This design comes from an exercise in tuning for small area, a short achievable clock period and few clock cycles per item on the open sky130 flow, not from production work. Function was not checked in any run shown here: the RTL went through the layout flow alone. Power figures rest on the tool's default switching activity, not on a simulated workload.

===== design/flow/design.v =====
module lzss_dec (
    input  wire       clk,
    input  wire       rst,
    input  wire       in_valid,
    input  wire [7:0] in_data,
    input  wire       in_last,
    output wire       in_ready,
    output wire       out_valid,
    output wire [7:0] out_data,
    input  wire       out_ready,
    output wire       done
);
    reg  [31:0]   bb;         
    reg  [5:0]    bcnt;       
    reg           last_seen;  
    reg           in_rdy;
    reg           done_r;
    reg           a_v;        
    reg           a_lit;
    reg           a_last;     
    reg  [7:0]    a_byte;     
    reg  [3:0]    a_cnt;      
    reg  [8:0]    a_pos;      
    reg           a_fix;      
    reg           a_d1;       
    reg           b_v;
    reg           b_lit;
    reg  [7:0]    b_byte;
    reg           b_d1;
    reg  [3:0]    b_lo;
    reg  [127:0]  b_blk;      
    reg  [4095:0] win;        
    reg           ov, sv;
    reg  [7:0]    od, sd;
    wire emit   = b_v && !sv;
    wire b_free = !b_v || !sv;
    wire issue  = a_v && b_free;
    wire a_done = issue && a_last;
    wire a_free = !a_v || a_done;
    wire b_v_n  = (b_v && sv) || issue;
    wire [7:0] blk_byte = b_blk[{b_lo, 3'b000} +: 8];
    wire [7:0] ebyte    = b_lit ? b_byte : (b_d1 ? win[7:0] : blk_byte);
    wire       top    = bb[31];
    wire       tok_ok = (bcnt >= 6'd9) && (top || bcnt >= 6'd14);
    wire       a_load = tok_ok && a_free;
    wire       ld_lit = a_load && top;
    wire       ld_ref = a_load && !top;
    wire [8:0] t_idx  = bb[30:22];
    wire [8:0] t_idx1 = t_idx - 9'd1;
    wire [3:0] t_cnt  = bb[21:18];
    wire   take_in = in_valid && in_rdy;
    wire [31:0] ins    = {in_data, 24'd0} >> bcnt;
    wire [31:0] imask  = {8'hFF, 24'd0} >> bcnt;
    wire [31:0] bb_i   = take_in ? ((bb & ~imask) | ins) : bb;
    wire [31:0] bb_n   = ld_lit ? {bb_i[22:0], 9'd0}
                       : ld_ref ? {bb_i[17:0], 14'd0} : bb_i;
    wire [5:0]  bcnt_i = take_in ? bcnt + 6'd8 : bcnt;
    wire [5:0]  bcnt_n = bcnt_i - (ld_lit ? 6'd9 : ld_ref ? 6'd14 : 6'd0);
    wire fin = last_seen && !tok_ok && !a_v && !b_v && !sv && (!ov || out_ready);
    wire last_n = !fin && (last_seen || (take_in && in_last));
    assign in_ready  = in_rdy;
    assign done      = done_r;
    assign out_valid = ov;
    assign out_data  = od;
    wire [31:0]  hsel = 32'd1 << a_pos[8:4];
    reg  [127:0] blk_rd;
    integer h;
    always @(*) begin
        blk_rd = 128'd0;
        for (h = 0; h < 32; h = h + 1)
            blk_rd = blk_rd | (win[h*128 +: 128] & {128{hsel[h]}});
    end
    always @(posedge clk) begin
        if (rst) begin
            bcnt      <= 6'd0;
            last_seen <= 1'b0;
            in_rdy    <= 1'b1;
            done_r    <= 1'b0;
            a_v       <= 1'b0;
            b_v       <= 1'b0;
            ov        <= 1'b0;
            sv        <= 1'b0;
        end else begin
            bb        <= bb_n;
            bcnt      <= fin ? 6'd0 : bcnt_n;
            last_seen <= last_n;
            in_rdy    <= !last_n && (fin || bcnt_n <= 6'd24);
            done_r    <= fin;
            if (a_load) begin
                a_v    <= 1'b1;
                a_lit  <= top;
                a_last <= top || (t_cnt == 4'd0);
                a_byte <= bb[30:23];
                a_cnt  <= t_cnt;
                a_d1   <= (t_idx == 9'd0);
                a_pos  <= b_v_n ? t_idx1 : t_idx;
                a_fix  <= !b_v_n;
            end else if (issue) begin
                a_cnt  <= a_cnt - 4'd1;
                a_last <= (a_cnt == 4'd1);
                if (a_fix)
                    a_pos <= a_pos - 9'd1;
                a_fix  <= 1'b0;
                if (a_done)
                    a_v <= 1'b0;
            end
            b_v <= b_v_n;
            if (ov && !out_ready) begin
                if (emit)
                    sv <= 1'b1;
            end else if (sv) begin
                ov <= 1'b1;
                sv <= 1'b0;
            end else begin
                ov <= emit;
            end
        end
    end
    always @(posedge clk) begin
        if (issue) begin
            b_lit  <= a_lit;
            b_byte <= a_byte;
            b_d1   <= a_d1;
            b_lo   <= a_pos[3:0];
            b_blk  <= blk_rd;
        end
        if (emit)
            win <= {win[4087:0], ebyte};
        if (ov && !out_ready) begin
            if (emit)
                sd <= ebyte;
        end else if (sv) begin
            od <= sd;
        end else if (emit) begin
            od <= ebyte;
        end
    end
endmodule

===== design/flow/run.sh =====
#!/bin/bash
# synth_recipe.tcl (not shown) runs the flow's synth.tcl, then flattens the netlist and writes it again
# the make line also repeats each setting of config.mk as NAME=value (left out here)
make -C /OpenROAD-flow-scripts/flow DESIGN_CONFIG=/design/flow/config.mk WORK_HOME=/design/flow/orfs CLKGATE_MAP_FILE= SYNTH_SCRIPT=/design/flow/synth_recipe.tcl finish

===== design/flow/config.mk =====
export PLATFORM = sky130hd
export DESIGN_NAME = lzss_dec
export DESIGN_NICKNAME = lzss_dec
export VERILOG_FILES = /design/flow/design.v
export SDC_FILE = /design/flow/constraint.sdc
export NUM_CORES = 4
export LEC_CHECK = 0
export ABC_CLOCK_PERIOD_IN_PS = 3000
export CAP_MARGIN = 20
export CORE_MARGIN = 2
export CORE_UTILIZATION = 40
export SETUP_SLACK_MARGIN = 3.5
export SLEW_MARGIN = 20

===== design/flow/constraint.sdc =====
create_clock -name core_clock -period 7.0 [get_ports {clk}]
set_input_delay 1.4000 -clock core_clock [delete_from_list [all_inputs] [get_ports {clk}]]
set_output_delay 1.4000 -clock core_clock [all_outputs]
set_load 0.01 [all_outputs]

==> results of run 1 <==
flip-flops by register name, summed over array words and instances (netlist names), 6 cells and up:
register and flops:
win 4096, b_blk 128, bb 32, a_pos 9, a_byte 8, b_byte 8, od 8, sd 8
bcnt 6
synthesized netlist by cell type (16+ instances only):
cell type	number
edfxtp_1	4311
a22oi_1	1935
nand2_1	356
nand4_1	349
buf_2	289
nor2_1	151
clkbuf_1	90
nor3_1	72
a22o_1	70
buf_1	52
a21oi_1	51
buf_4	50
mux2i_1	48
and4_1	47
a221oi_1	46
nand3_1	36
or4_1	35
o21ai_0	26
a221oi_2	25
or3_1	25
nor4_1	21
inv_1	18
mux4_2	18
ha_1	16
where the power goes:
| group | switching, mW | internal, mW | leakage, nW |
|---|---|---|---|
| registers | 3.18 | 34.9 | 39.8 |
| clock network | 9.76 | 12.4 | 6.51 |
| logic | 8.04 | 3.07 | 8.71 |
| total | 21.0 | 50.4 | 55.0 |
worst paths after layout:
check,slack (ns),to,cells past startpoint,startpoint
worst min register to register,0.38,win[2043],0,win[2035]
worst max register to register,3.50,od[5],7,b_lo[0]
worst min-delay path,0.38,win[2043],0,win[2035]
worst max-delay path,3.50,od[5],7,b_lo[0]
stage by stage:
stage | std cells | cell area (µm²) | setup slack [ns] | total power, mW | utilization (%)
finish | 14060 | 177000 | 3.50 | 71.4 | 45.4
global route | 14052 | 177000 | 3.30 | 73.4 | 45.4
CTS | 14042 | 177000 | 3.37 | 71.1 | 45.3
detailed placement | 13257 | 163000 | 2.39 | 49.0 | 41.9
global placement | 13257 | 163000 | 2.19 | 49.0 | 41.9
floorplan | 8348 | 157000 | -56.87 | 41.2 | -
final cells by class:
class / count / area (µm²) / share of cell area [%]
repair buffers: 222 / 2470 / 1.40
clock buffers: 526 / 11200 / 6.33
well taps: 5197 / 6500 / 3.68
flip-flops and latches: 4324 / 130000 / 73.3
diodes: 10 / 25.0 / 0.0141
inverters: 21 / 83.8 / 0.0474
multi-input cells: 3508 / 24700 / 14.0
clock inverters: 252 / 2150 / 1.22
worst reg2reg max path: stages (launching register included):
cell and delay [ns]:
edfxtp_1 0.41, buf_12 0.41, mux2i_1 1.13, a21oi_1 0.41, nand3_1 0.19, o211ai_1 0.16, o21a_1 0.29, mux2_2 0.33
logic make-up after synthesis:
| kind of cell | count (synthesis) |
|---|---|
| DFF | 4324 |
| AOI/OAI and AO/OA | 2232 |
| and+or+nand+nor | 1157 |
| buffers and inverters | 517 |
| muxes | 80 |
| xor gates and xnor gates | 21 |
| adders and majority gates | 17 |
placed cells by master, fill, tap and decap left out, drive strengths merged, types with 15 or more instances in the layout:
cell type      synthesis  routed
nor2                 158     158
nand2                357     357
nand3                 36      36
or3                   25      25
a21oi                 51      51
xnor2                 15      15
clkinvlp               0      19
a22o                  70      70
mux2i                 48      48
bufinv                 0      29
clkbuf                90     526
and4                  47      47
a221oi                71      71
nor3                  76      76
o21ai                 27      27
clkinv                 2     200
inv                   19      25
mux4                  18      18
nor4                  21      21
or4                   35      35
a22oi               1935    1935
nand4                349     349
ha                    16      16
edfxtp              4311    4311
buf                  406     199
clkdlybuf4s50          0      23
layer usage:
layer | routed length (µm) | vias up | share of wire (%) | global-route usage (%)
met5 | 133 | - | 0.028 | 0
met1 | 179000 | 46378 | 37 | 31.2
met2 | 218000 | 7383 | 46 | 35.9
met3 | 62800 | 1166 | 13 | 6.69
li1 | - | 35393 | - | -
met4 | 17300 | 22 | 3.6 | 7.80
timing repair:
action                     4_1_cts  5_1_grt
setup buffers                    6        6
pin swaps                        1        1
cloned                           1        0
resized for setup               13       15
setup endpoints to repair      142       58
==> results.tsv, run 1 <==
stage	metric	value	unit
run_status	status	no timing/DRC/antenna violations	
yosys	synthMuxAreaShare	0.666	%
clock_tree	clock_latency	0.99	ns
yosys	yosysUniqueCellTypes	79	
timing	tightest_slew	1.19	ns
layout	fillers	32828	
timing	hold_viol	0	
timing	hold_slack	0.382	ns
yosys	synth_compound_area_share	10.8	%
worst_setup_path	cp_top_family	multiplexers	
min_path	hp-class	reg2reg	
detailed_routing	drt-vias-per-instance	6.43	
placement	port_buffers	23	
timing	setup_tns	0	ns
worst_setup_path	cp_cell_sequence	buf_12 > mux2i_1 > a21oi_1 > nand3_1 > o211ai_1 > o21a_1 > mux2_2	
pwr	pwr_density_cell	403	nW/µm²
die	die_area	397000	µm²
detailed_routing	drc	0	
yosys	synth_xor_area_share	0.117	%
clock_tree	clock-sinks	4324	
worst_setup_path	worstPathRequired	7.75	ns
pwr	leakage	55.0	nW
yosys	synth_area_leaders	edfxtp_1 (83%), a22oi_1 (9.3%), nand4_1 (1.4%)	
yosys	synth-seq-cells	4324	
timing	slew_headroom	18.4	%
placement	routabilityCongestion	0.893	
die	die_y	630	µm
timing	fin_skew	0.123	ns
die	start_util	40.2	%
worst_setup_path	critPathBufInv	1	
yosys	synth_cells	8348	
yosys	synth_top_family_by_area	compound AO/OA/AOI/OAI gates	
detailed_routing	wl_per_cell	33.9	µm
timing	fmax	286	MHz
yosys	syn-cell-area	157000	µm²
worst_setup_path	endpoint_kind	flip-flop	
yosys	synth_edf_count	4311	
clock_tree	cts-buffers-inserted	422	
timing	slew_violations	0	
die	top_level_ports	24	
yosys	syn_avg_cell_area	18.8	µm²
timing	finalSetupViolCount	0	
global_routing	grt_use_total	23.1	%
die	die_w	630	µm
yosys	synth_fa_ha_area_share	0.140	%
yosys	seq_area_frac_synth	82.7	%
detailed_routing	initialDrtViolationCount	16125	
worst_setup_path	critPathLaunchType	flip-flop	
clock_tree	root_buffer	clkbuf_16	
yosys	yosys.area_share.simple	3.88	%
clock_tree	clockBufferDepth	4	
layout	drive_above_1_share	10.4	%
global_routing	antenna_found_initial	18	
die	core_area	390000	µm²
clock_tree	postCtsHoldBufs	0	
worst_setup_path	crit_type	reg2reg	
detailed_routing	vias	90342	
yosys	synthFlopType	edfxtp_1	
clock_tree	h-tree-depth	5	
layout	final_nets	8529	
worst_setup_path	cp_slowest_cell	mux2i_1	
layout	syn2layout_area_growth	12.8	%
worst_setup_path	cpPeakStageDelay	1.03	ns
clock_tree	clk_pin_slew	0.06	ns
yosys	synthDominantCellAreaShare	82.6	%
detailed_routing	dr.pass1.iters	7	
die	rows	229	
run	drv_cap	0	
global_routing	grt_pass1_wl	662000	µm
timing	period_share	50.0	%
yosys	yosysWarnings	1	
placement	dp_hpwl	277000	µm
timing	period_minus_slack	3.50	ns
worst_setup_path	crit_arrival	4.25	ns
global_routing	grt_pass1_vias	87337	
pwr	vdd_drop_max	248	µV
yosys	synthArstFlopShare	0	%
yosys	synth_top_area_cell	edfxtp_1	
worst_setup_path	cp_max_fo	30	
detailed_routing	antenna_left	0	
timing	rsz0062_at_grt	yes	
clock_tree	cts_tree	done	
global_routing	grt_max_degree	212	
detailed_routing	wl	477000	µm
yosys	synth_nets	8378	
global_routing	overflow	0	
==> inputs of run 2 (changes only) <==
--- a/design/flow/design.v
+++ b/design/flow/design.v
@@ -29,4 +29,4 @@
     reg           b_d1;
-    reg  [3:0]    b_lo;
-    reg  [127:0]  b_blk;      
+    reg  [2:0]    b_lo;
+    reg  [63:0]   b_blk;      
     reg  [4095:0] win;        
@@ -35,3 +35,3 @@
     wire emit   = b_v && !sv;
-    wire b_free = !b_v || !sv;
+    wire b_free = !(b_v && sv);
     wire issue  = a_v && b_free;
@@ -56,4 +56,10 @@
                        : ld_ref ? {bb_i[17:0], 14'd0} : bb_i;
-    wire [5:0]  bcnt_i = take_in ? bcnt + 6'd8 : bcnt;
-    wire [5:0]  bcnt_n = bcnt_i - (ld_lit ? 6'd9 : ld_ref ? 6'd14 : 6'd0);
+    wire [5:0]  bc_p8  = bcnt + 6'd8;
+    wire [5:0]  bc_m1  = bcnt - 6'd1;
+    wire [5:0]  bc_m6  = bcnt - 6'd6;
+    wire [5:0]  bc_m9  = bcnt - 6'd9;
+    wire [5:0]  bc_m14 = bcnt - 6'd14;
+    wire [5:0]  bcnt_n = take_in ? (ld_lit ? bc_m1 : ld_ref ? bc_m6 : bc_p8)
+                                 : (ld_lit ? bc_m9 : ld_ref ? bc_m14 : bcnt);
+    wire        room_n = a_load || (take_in ? (bcnt <= 6'd16) : (bcnt <= 6'd24));
     wire fin = last_seen && !tok_ok && !a_v && !b_v && !sv && (!ov || out_ready);
@@ -64,9 +70,9 @@
     assign out_data  = od;
-    wire [31:0]  hsel = 32'd1 << a_pos[8:4];
-    reg  [127:0] blk_rd;
+    wire [63:0]  hsel = 64'd1 << a_pos[8:3];
+    reg  [63:0]  blk_rd;
     integer h;
     always @(*) begin
-        blk_rd = 128'd0;
-        for (h = 0; h < 32; h = h + 1)
-            blk_rd = blk_rd | (win[h*128 +: 128] & {128{hsel[h]}});
+        blk_rd = 64'd0;
+        for (h = 0; h < 64; h = h + 1)
+            blk_rd = blk_rd | (win[h*64 +: 64] & {64{hsel[h]}});
     end
@@ -86,3 +92,3 @@
             last_seen <= last_n;
-            in_rdy    <= !last_n && (fin || bcnt_n <= 6'd24);
+            in_rdy    <= !last_n && (fin || room_n);
             done_r    <= fin;
@@ -123,3 +129,3 @@
             b_d1   <= a_d1;
-            b_lo   <= a_pos[3:0];
+            b_lo   <= a_pos[2:0];
             b_blk  <= blk_rd;
==> results.tsv, run 2 <==
stage	metric	value	unit
layout	layout.cells.non_filler	14331	
layout	fillers	32548	
yosys	synth_top_area_cell	edfxtp_1	
timing	rsz0062_at_grt	yes	
pwr	vdd_drop_max	220	µV
min_path	hp-class	reg2reg	
worst_setup_path	worstPathRequired	7.83	ns
clock_tree	h-tree-depth	5	
clock_tree	cts-buffers-inserted	433	
yosys	yosys-top-cells-count	edfxtp_1 (4246), a22oi_1 (1855), nand2_1 (450)	
die	rows	228	
clock_tree	clock_latency	1.00	ns
pwr	internal_power	48.9	mW
detailed_routing	routed-wl-met3	105000	µm
worst_setup_path	worstSetupStartpoint	a_pos[7]	
global_routing	grt_max_degree	194	
detailed_routing	dr.pass1.iters	7	
detailed_routing	drt-vias-per-instance	6.95	
timing	tightest_slew	1.30	ns
clock_tree	clk_pin_slew	0.06	ns
timing	finalSetupViolCount	0	
detailed_routing	route.met2.wl	284000	µm
pwr	p_clk_share	34.2	%
timing	hold_slack	0.419	ns
yosys	synth_nets	8478	
clock_tree	root_buffer	clkbuf_16	
run_status	status	no timing/DRC/antenna violations	
yosys	synthMostInstantiatedCell	edfxtp_1	
die	start_util	40.1	%
timing	slew_violations	0	
clock_tree	cts_tree	done	
global_routing	grt_use_total	33.0	%
timing	setup_tns	0	ns
layout	largest_reg_flops	4096	
timing	timing.final.ws_setup	3.27	ns
pwr	p_sw_share	29.1	%
yosys	synthArstFlopShare	0	%
placement	placed_cells_incl_taps	13362	
worst_setup_path	critPathLaunchType	flip-flop	
yosys	synth_area_leaders	edfxtp_1 (82%), a22oi_1 (9.0%), nand4_1 (1.2%)	
yosys	synth_edf_count	4246	
worst_setup_path	r2r_cells	9	
layout	final_common_cell	edfxtp_1	
pwr	netSwitchingPower	20.1	mW
global_routing	antenna_found_initial	65	
worst_setup_path	ff2ff_setup_slack	3.27	ns
worst_setup_path	crit_type	reg2reg	
detailed_routing	initialDrtViolationCount	23137	
placement	dp_hpwl	443000	µm
detailed_routing	antenna_left	0	
timing	hold_viol	0	
yosys	yosysWarnings	1	
die	die_area	392000	µm²
timing	fin_skew	0.0420	ns
detailed_routing	wl_met1	239000	µm
detailed_routing	top_layer	met5	
clock_tree	clockBufferDepth	4	
die	die_w	626	µm
worst_setup_path	reg2reg_to	b_blk[55]	
timing	period_share	53.3	%
pwr	combPwrFrac	11.9	%
worst_setup_path	endpoint_kind	flip-flop	
die	die_y	626	µm
die	core_area	385000	µm²
yosys	yosysUniqueCellTypes	68	
run	drv_cap	0	
layout	drive_above_1_share	12.9	%
global_routing	overflow	0	
layout	syn2layout_area_growth	15.0	%
placement	pre_cts_slack	2.34	ns
pwr	pwr_density_cell	387	nW/µm²
worst_setup_path	r2r-start	a_pos[7]	
layout	utilization	46.2	%
layout	regMostFlops	win	
worst_setup_path	crit_end	b_blk[55]	
worst_setup_path	cp_max_fo	37	
clock_tree	clock-sinks	4259	
yosys	synth-seq-cells	4259	
worst_setup_path	crit_arrival	4.56	ns
timing	fmax	268	MHz
yosys	syn_avg_cell_area	18.3	µm²
yosys	synthFlopType	edfxtp_1	
timing	slew_headroom	13.0	%
yosys	synthDominantCellAreaShare	82.4	%
placement	routabilityCongestion	1.01	
detailed_routing	wl_per_cell	47.2	µm
layout	final_nets	8780	
pwr	leakage	56.5	nW
global_routing	grt_pass1_vias	91177	
yosys	seq_area_frac_synth	82.6	%
layout	final_cell_mix	edfxtp_1 (4246), a22oi_1 (1836), nand2_1 (450)	
layout	biggestRegsByFlops	win (4096), b_blk (64), bb (32)	
detailed_routing	drc	0	
detailed_routing	wl	676000	µm
detailed_routing	vias	99616	
placement	port_buffers	23	
timing	period_minus_slack	3.73	ns
yosys	synth_cells	8440	
yosys	syn-cell-area	155000	µm²
die	top_level_ports	24	
pwr	power_frac_seq	53.9	%
global_routing	grt_pass1_wl	859000	µm
==> run 2: logic make-up (layout without fill, tap and decap cells) <==
family | after synthesis | in the layout | share of synthesized area (%)
other | 0 | 52 | 0
flip-flops | 4259 | 4259 | 82.6
multiplexers | 118 | 118 | 0.954
AO/OA/AOI/OAI | 2157 | 2157 | 10.4
XOR/XNOR | 18 | 18 | 0.102
buffers and inverters | 510 | 1154 | 1.29
adder cells (fa/ha/maj) | 25 | 25 | 0.202
AND/OR/NAND/NOR | 1353 | 1373 | 4.43
==> run 2: metrics by stage <==
stage	area [µm²]	power, mW
2_1_floorplan	155000	38.1
3_3_place_gp	162000	44.8
3_5_place_dp	162000	44.8
4_1_cts	177000	68.3
5_1_grt	178000	70.1
6_report	178000	68.9
==> run 2: layout make-up <==
class                   instances  area [µm²]  share of cell area [%]
flip-flops and latches       4259      128000                    71.8
multi-input cells            3691       25900                    14.5
clock buffers                 514       11200                    6.28
well taps                    5175        6470                    3.64
repair buffers                335        3560                    2.00
clock inverters               283        2850                    1.60
diodes                         52         130                  0.0731
inverters                      22        82.6                  0.0464
==> run 2: worst min path at each step <==
stage,startpoint,end,slack [ns],cells after the start
3_3_place_gp,a_lit,b_lit,0.40,0
6_report,a_byte[5],b_byte[5],0.42,0
5_1_grt,a_byte[5],b_byte[5],0.43,0
2_1_floorplan,a_byte[0],b_byte[0],0.40,0
4_1_cts,a_byte[4],b_byte[4],0.42,0
3_5_place_dp,a_byte[4],b_byte[4],0.41,0
==> run 2: power by group through the flow <==
stage,clock network [mW],logic [mW],registers (mW)
floorplan,0,3.49,34.6
global placement,0,7.52,37.3
detailed placement,0,7.54,37.3
CTS,23.6,7.80,36.8
global route,24.6,8.42,37.1
finish,23.6,8.21,37.2
==> run 2: timing repair <==
| action | 4_1_cts | 5_1_grt |
|---|---|---|
| buffers inserted | 55 | 43 |
| resized for setup | 67 | 50 |
| hold endpoints to repair | 0 | 0 |
| pin swaps | 20 | 20 |
| gates cloned | 9 | 12 |
| setup endpoints to repair | 101 | 68 |
| hold buffers | 0 | 0 |
==> run 2: layer usage <==
| metal | track usage, % | vias to the layer above |
|---|---|---|
| li1 | - | 36000 |
| met2 | 47.4 | 10329 |
| met1 | 44.2 | 51248 |
| met3 | 11.0 | 2009 |
| met4 | 18.3 | 30 |
| met5 | 0 | - |
==> run 2: critical path, cell delays in order, from the launching register on <==
cell and delay (ns):
edfxtp_1 0.47, buf_12 0.23, nor4b_4 0.48, buf_4 0.33, and2_4 0.50, buf_8 0.48, a22oi_1 0.38, o21ai_2 0.28
nor4_2 0.12, nand4_1 0.11
==> inputs of run 3 (changes only) <==
--- a/design/flow/design.v
+++ b/design/flow/design.v
@@ -25,2 +25,3 @@
     reg           a_d1;       
+    reg  [31:0]   a_hsel;     
     reg           b_v;
@@ -29,4 +30,4 @@
     reg           b_d1;
-    reg  [2:0]    b_lo;
-    reg  [63:0]   b_blk;      
+    reg  [3:0]    b_lo;
+    reg  [127:0]  b_blk;      
     reg  [4095:0] win;        
@@ -70,10 +71,11 @@
     assign out_data  = od;
-    wire [63:0]  hsel = 64'd1 << a_pos[8:3];
-    reg  [63:0]  blk_rd;
+    reg  [127:0] blk_rd;
     integer h;
     always @(*) begin
-        blk_rd = 64'd0;
-        for (h = 0; h < 64; h = h + 1)
-            blk_rd = blk_rd | (win[h*64 +: 64] & {64{hsel[h]}});
+        blk_rd = 128'd0;
+        for (h = 0; h < 32; h = h + 1)
+            blk_rd = blk_rd | (win[h*128 +: 128] & {128{a_hsel[h]}});
     end
+    wire [8:0] a_pos_n = a_load ? (b_v_n ? t_idx1 : t_idx)
+                       : (issue && a_fix) ? a_pos - 9'd1 : a_pos;
     always @(posedge clk) begin
@@ -101,3 +103,2 @@
                 a_d1   <= (t_idx == 9'd0);
-                a_pos  <= b_v_n ? t_idx1 : t_idx;
                 a_fix  <= !b_v_n;
@@ -106,4 +107,2 @@
                 a_last <= (a_cnt == 4'd1);
-                if (a_fix)
-                    a_pos <= a_pos - 9'd1;
                 a_fix  <= 1'b0;
@@ -129,5 +128,7 @@
             b_d1   <= a_d1;
-            b_lo   <= a_pos[2:0];
+            b_lo   <= a_pos[3:0];
             b_blk  <= blk_rd;
         end
+        a_pos  <= a_pos_n;
+        a_hsel <= 32'd1 << a_pos_n[8:4];
         if (emit)
--- a/design/flow/config.mk
+++ b/design/flow/config.mk
@@ -11,3 +11,5 @@
 export CORE_UTILIZATION = 40
-export SETUP_SLACK_MARGIN = 3.5
+export CTS_CLUSTER_DIAMETER = 100
+export CTS_CLUSTER_SIZE = 30
+export SETUP_SLACK_MARGIN = 3.8
 export SLEW_MARGIN = 20
==> results.tsv, run 3 <==
stage	metric	value	unit
pwr	leakage	50.7	nW
detailed_routing	initialDrtViolationCount	15365	
detailed_routing	antenna_left	0	
timing	hold_slack	0.390	ns
layout	drive_above_1_share	6.57	%
detailed_routing	wl_per_cell	35.9	µm
layout	multi_input_area	24600	µm²
die	top_level_ports	24	
die	die_area	397000	µm²
run	drv_cap	0	
yosys	synth_area_leaders	edfxtp_1 (83%), a22oi_1 (7.4%), a22o_1 (1.5%)	
clock_tree	h-tree-depth	4	
yosys	synth_top_area_cell	edfxtp_1	
layout	biggestRegsByFlops	win (4096), b_blk (128)	
worst_setup_path	cp.depth	1	
yosys	synth_nets	8186	
min_path	min_path_cells	0	
global_routing	met3_usage	5.46	%
worst_setup_path	ff2ff_setup_slack	3.84	ns
placement	placed_cells_incl_taps	13046	
clock_tree	clk_pin_slew	0.11	ns
worst_setup_path	worstPathRequired	5.60	ns
timing	hold_viol	0	
layout	largest_reg_flops	4096	
worst_setup_path	crit_type	reg2out	
timing	period_share	46.2	%
detailed_routing	vias	88446	
clock_tree	clock_latency	0.99	ns
yosys	synthMostInstantiatedCell	edfxtp_1	
detailed_routing	dr.pass1.iters	6	
worst_setup_path	critPathBufInv	1	
global_routing	grt_pass1_vias	85262	
layout	final_common_cell	edfxtp_1	
pwr	pwr_density_cell	417	nW/µm²
yosys	syn-cell-area	157000	µm²
worst_setup_path	crit_end	out_data[0]	
worst_setup_path	cp_max_fo	1	
yosys	yosysWarnings	1	
yosys	yosys-top-cells-count	edfxtp_1 (4306), a22oi_1 (1539), clkbuf_1 (388)	
layout	syn2layout_area_growth	7.67	%
layout	regMostFlops	win	
timing	finalSetupViolCount	0	
timing	tightest_slew	1.18	ns
global_routing	busiest_layer	met2	
global_routing	grt_max_degree	180	
global_routing	met2_usage	36.4	%
timing	slew_violations	0	
worst_setup_path	cpPeakStageDelay	0.68	ns
global_routing	grt_pass1_wl	658000	µm
yosys	synthDominantCellAreaShare	82.5	%
yosys	seq_area_frac_synth	83.1	%
timing	setup_tns	0	ns
pwr	vdd_drop_max	280	µV
worst_setup_path	cp_cell_sequence	buf_2	
timing	fmax	309	MHz
clock_tree	cts_tree	done	
worst_setup_path	worstSetupStartpoint	od[0]	
yosys	synth-seq-cells	4356	
timing	rsz0062_at_grt	yes	
worst_setup_path	r2r_cells	10	
yosys	synth_edf_count	4306	
layout	layout.cells.non_filler	13272	
min_path	hp-class	reg2reg	
detailed_routing	wl	477000	µm
worst_setup_path	cp_top_family	flip-flops	
timing	timing.final.ws_setup	3.76	ns
worst_setup_path	reg2reg_to	a_hsel[20]	
yosys	synth_cells	8148	
placement	pre_cts_slack	2.63	ns
detailed_routing	drc	0	
worst_setup_path	endpoint_kind	output port	
die	die_y	630	µm
die	die_w	630	µm
global_routing	overflow	0	
clock_tree	root_buffer	clkbuf_16	
clock_tree	cts-buffers-inserted	173	
detailed_routing	drt-vias-per-instance	6.66	
layout	regArea	130000	µm²
clock_tree	clock-sinks	4356	
global_routing	met1_usage	31.3	%
die	rows	229	
timing	slew_headroom	21.5	%
layout	final_cell_mix	edfxtp_1 (4306), a22oi_1 (1539), nand3_1 (266)	
clock_tree	clockBufferDepth	4	
global_routing	grt_use_total	23.1	%
worst_setup_path	crit_arrival	1.84	ns
placement	port_buffers	23	
timing	fin_skew	0.0882	ns
worst_setup_path	critPathLaunchType	flip-flop	
yosys	synthFlopType	edfxtp_1	
yosys	syn_avg_cell_area	19.2	µm²
die	core_area	390000	µm²
worst_setup_path	cp_slowest_cell	edfxtp_1	
layout	final_nets	8073	
layout	fillers	33472	
placement	dp_hpwl	284000	µm
yosys	synthArstFlopShare	0	%
yosys	yosysUniqueCellTypes	92	
global_routing	antenna_found_initial	16	
die	start_util	40.2	%
worst_setup_path	r2r-start	bcnt[2]	
placement	routabilityCongestion	0.875	
run_status	status	no timing/DRC/antenna violations	
timing	period_minus_slack	3.24	ns
## run 3: cell types whose count changed in the layout (fill, tap and decap cells not counted), sizes merged, moves of 120 or more
cell	delta
nand3	+176
a22oi	-315
or4	+121
nand2	-392
a22o	+239
a221oi	+244
buf	-120
clkinv	-177
clkbuf	-332
## run 3: cells by family (layout without fill, tap and decap cells)
kind of cell / count (synthesis) / count (layout) / share of synthesized area (%)
other: 0 / 10 / 0
buffers and inverters: 519 / 434 / 1.29
multiplexers: 71 / 71 / 0.738
adder cells (fa/ha/maj): 25 / 25 / 0.200
AND/OR/NAND/NOR: 908 / 910 / 3.33
XOR/XNOR: 21 / 21 / 0.122
flip-flops: 4356 / 4356 / 83.1
AO/OA/AOI/OAI: 2248 / 2248 / 11.2
## run 3: metrics by stage
step / area [µm²] / total power, mW / utilization (%)
after CTS: 169000 / 69.9 / 43.3
after detailed placement: 164000 / 57.6 / 42.0
after floorplan: 157000 / 45.4 / -
final: 169000 / 70.3 / 43.3
after global routing: 169000 / 72.3 / 43.3
after global placement: 164000 / 57.6 / 42.0
## run 3: how the worst min path moves through the flow
stage,from,endpoint
2_1_floorplan,a_byte[0],b_byte[0]
3_3_place_gp,a_d1,b_d1
3_5_place_dp,a_byte[1],b_byte[1]
4_1_cts,win[3587],win[3595]
5_1_grt,win[2958],win[2966]
6_report,win[3587],win[3595]
## run 3: where the power goes
group	switching, mW	internal (mW)
logic	12.2	5.43
registers	4.38	35.8
clock network	7.81	4.67
total	24.4	45.9
## run 3: cell type report
cell class / instances / area share (%)
Sequential cell: 4356 / 77.3
Multi-Input combinational cell: 3275 / 14.6
Tap cell: 5197 / 3.85
Clock buffer: 184 / 2.60
Timing Repair Buffer: 208 / 1.40
Clock inverter: 21 / 0.234
Inverter: 20 / 0.0475
Antenna cell: 10 / 0.0148
Timing Repair inverter: 1 / 0.00297
## run 3: worst reg2reg max path, cell delays in order, from the launching register on
cell      delay, ns
dfxtp_1        0.31
buf_4          0.31
ha_1           0.35
nand2_1        0.13
o211ai_1       0.46
buf_4          0.23
nand3_4        0.22
buf_4          0.33
nor2_1         0.38
a32oi_4        0.17
nor3_1         0.24
## run 3: layer usage
layer | vias to the layer above | part of all wire [%]
li1 | 34195 | -
met1 | 46299 | 38
met2 | 6830 | 46
met3 | 1118 | 12
met4 | 4 | 4.0
met5 | - | 0.0057
## run 3: repair_timing
item / CTS / global route
setup buffers: 0 / 6
cloned: 0 / 3
gates resized for setup: 54 / 11
setup endpoints to repair: 124 / 63
hold buffers: 0 / 0
pin swaps: 0 / 4

-- static timing again, ports no longer ideal --
No port has a modelled driver above. Below, the same layouts with a new extraction and two added sets of constraints. Step 1 (the two cells are an assumption about what drives the block):
set clk [get_ports {clk}]
set_driving_cell -lib_cell sky130_fd_sc_hd__clkbuf_16 $clk
set_driving_cell -lib_cell sky130_fd_sc_hd__buf_2 [delete_from_list [all_inputs] $clk]
Step 2, shift: input delay + t, output delay - t, t = (earliest + latest rising clock arrival at the registers) / 2. This alone moves slack from input paths to output paths. Slacks: ideal ports / drivers / drivers and shift; pairs: ideal ports / drivers.
run | shift t [ns] | slack for setup (ns) | slew at the worst register clock pin (ns) | worst slew at a driven data input, ns
run 1 | 1.038 | 3.499 / 3.491 / 2.654 | 0.07 / 0.07 | 0.03
run 2 | 1.095 | 3.270 / 3.270 / 2.676 | 0.07 / 0.07 | 0.03
run 3 | 1.042 | 3.763 / 3.654 / 2.924 | 0.12 / 0.12 | 0.04
After both steps setup and hold are still met in every run listed. The setup slack of run 1, which loses most, moves by -0.008 ns with the drivers and by -0.845 ns with both steps.
